This is an optimization exercise on Yosys and OpenROAD, whose aim is small area, not a production implementation. Only simulation tests tie the RTL to the original design; equivalence was not proved. No activity file was given, so power comes from the tool's default toggle rates.

== the reference run ==
## pelcod_packer
module pelcod_packer #(
    parameter RAW_MAX = 8
) (
    input  wire       clk,
    input  wire       rst,              
    input  wire [7:0] addr_i,           
    input  wire       sink_present_i,
    input  wire       cmd_valid,
    output wire       cmd_ready,
    input  wire [4:0] cmd_op,
    input  wire [31:0] cmd_arg,
    input  wire       raw_valid,
    output wire       raw_ready,
    input  wire [7:0] raw_data,
    input  wire       raw_last,
    input  wire       raw_none,
    output wire       snk_valid,
    input  wire       snk_ready,
    output wire [7:0] snk_data,
    output wire       snk_first,
    output wire       snk_last,
    output wire       snk_empty,
    input  wire       snk_done,
    input  wire       snk_fail,
    input  wire [7:0] snk_err,
    output wire       st_valid,
    output wire [2:0] st_code,
    output wire [7:0] st_err
);
Size in the first run: roughly 590 cells after synthesis, roughly 100 flip-flops, roughly 97 I/O pins, ~5800 sq um of cells after synthesis.
Settings: LEC_CHECK=0, ABC_AREA=1, CAP_MARGIN=20, CORE_MARGIN=2, CORE_UTILIZATION=50, SLEW_MARGIN=20; clock period 25.0 ns.
standard.sh (not shown) runs the stock make flow with config.mk's settings and CLKGATE_MAP_FILE= SYNTH_SCRIPT=/design/flow/synth_recipe.tcl, a recipe that flattens the netlist after the stock synthesis.
==> flow/flow/run.sh <==
#!/bin/bash
# Layout flow: the standard flow (standard.sh) with three changes.
#  1. Synthesis: the standard synthesis script, but ORFS's scripts are
#     taken from a copy in which the adder extraction (extract_fa and the
#     adder techmap) and the Kogge-Stone carry-lookahead map are left out,
#     and ABC maps with flow/abc_area.script. Registers are untouched:
#     they are mapped by the same dfflibmap before ABC runs.
#  2. Port buffers use sky130_fd_sc_hd__buf_1.
#  3. The clock tree is built from clkbuf_8 without dummy loads.
# Each step's output goes to a log file of its own in this folder.
set -euo pipefail
here=$(pwd)
rm -rf "$here/scripts_mod"
cp -r "$FLOW_HOME/scripts" "$here/scripts_mod"
cp "$here/flow/abc_area.script" "$here/scripts_mod/abc_area.script"
cp "$here/flow/abc_area.script" "$here/scripts_mod/abc_speed.script"
sed -i 's|"-extra-map $::env(FLOW_HOME)/platforms/common/lcu_kogge_stone.v"|""|' "$here/scripts_mod/synth.tcl"
sed -i 's|^\(\s*\)extract_fa |\1#extract_fa |; s|^\(\s*\)techmap -map $::env(ADDER_MAP_FILE)|\1#techmap -map $::env(ADDER_MAP_FILE)|' "$here/scripts_mod/synth.tcl"
grep -q '#extract_fa' "$here/scripts_mod/synth.tcl"
SCRIPTS_DIR="$here/scripts_mod" bash standard.sh synth > "$here/log_synth.txt" 2>&1
export BUFFER_PORTS_ARGS="-buffer_cell sky130_fd_sc_hd__buf_1"
export CTS_ARGS="-sink_clustering_enable -repair_clock_nets -buf_list sky130_fd_sc_hd__clkbuf_4 -root_buf sky130_fd_sc_hd__clkbuf_8 -dont_use_dummy_load -sink_clustering_size 12 -sink_clustering_max_diameter 40"
bash standard.sh > "$here/log_layout.txt" 2>&1
==> flow/flow/abc_area.script <==
strash
&get -n
&fraig -x
&put
scorr
dc2
strash
&get -n
&deepsyn -T 30
&put
strash
&get -n
&dch -f
&nf -R 1000
&put
topo
Changes in the trial run relative to the reference run:
diff --git a/flow/flow/run.sh b/flow/flow/run.sh
--- a/flow/flow/run.sh
+++ b/flow/flow/run.sh
@@ -22 +22 @@
-export CTS_ARGS="-sink_clustering_enable -repair_clock_nets -buf_list sky130_fd_sc_hd__clkbuf_4 -root_buf sky130_fd_sc_hd__clkbuf_8 -dont_use_dummy_load -sink_clustering_size 12 -sink_clustering_max_diameter 40"
+export CTS_ARGS="-sink_clustering_enable -repair_clock_nets -buf_list sky130_fd_sc_hd__clkbuf_8 -dont_use_dummy_load"
==> flow/flow/abc_area.script <==
strash
&get -n
&fraig -x
&put
scorr
dc2
strash
&get -n
&deepsyn -T 300
&put
strash
&get -n
&dch -f
&nf -R 1000
&put
topo
--- outcome ---
The trial run completed; timing, DRC and antenna clean. Re synthesized area: the reference run was lower than the trial run. What the trial run reported for wire length has to be multiplied by 0.950 to get the figure for the reference run. Relative to the reference run, the relative contribution of combinational cells to total power of the trial run is higher by 1.0 points. Reported for the trial run and the reference run, quantity of gates resized following cts turned out identical to the last digit.

==> static timing again, ports no longer ideal <==
Ports are ideal in the flow. The routed layouts listed here were re-timed in OpenROAD.
Step 1 (the two cells are an assumption about what drives the block):
set clk [get_ports {clk}]
set_driving_cell -lib_cell sky130_fd_sc_hd__clkbuf_16 $clk
set_driving_cell -lib_cell sky130_fd_sc_hd__buf_2 [delete_from_list [all_inputs] $clk]
Step 2 moves the port delays by t, midway between the first and last clock arrival at a register: inputs arrive t later, outputs are due t later. That takes back most of the time a late clock gives input paths.
Slacks: no drivers / after step 1 / after step 2; pairs: no drivers / after step 1.
run	shift t [ns]	slack for setup (ns)	pins driven straight from the clock port
the reference run	0.413	16.576 / 16.538 / 16.841	1
the trial run	0.408	16.926 / 16.890 / 16.894	1
After both steps every run listed still meets setup and hold. For the trial run, which loses most, drivers alone change the setup slack by -0.036 ns; drivers and shift together by -0.032 ns.
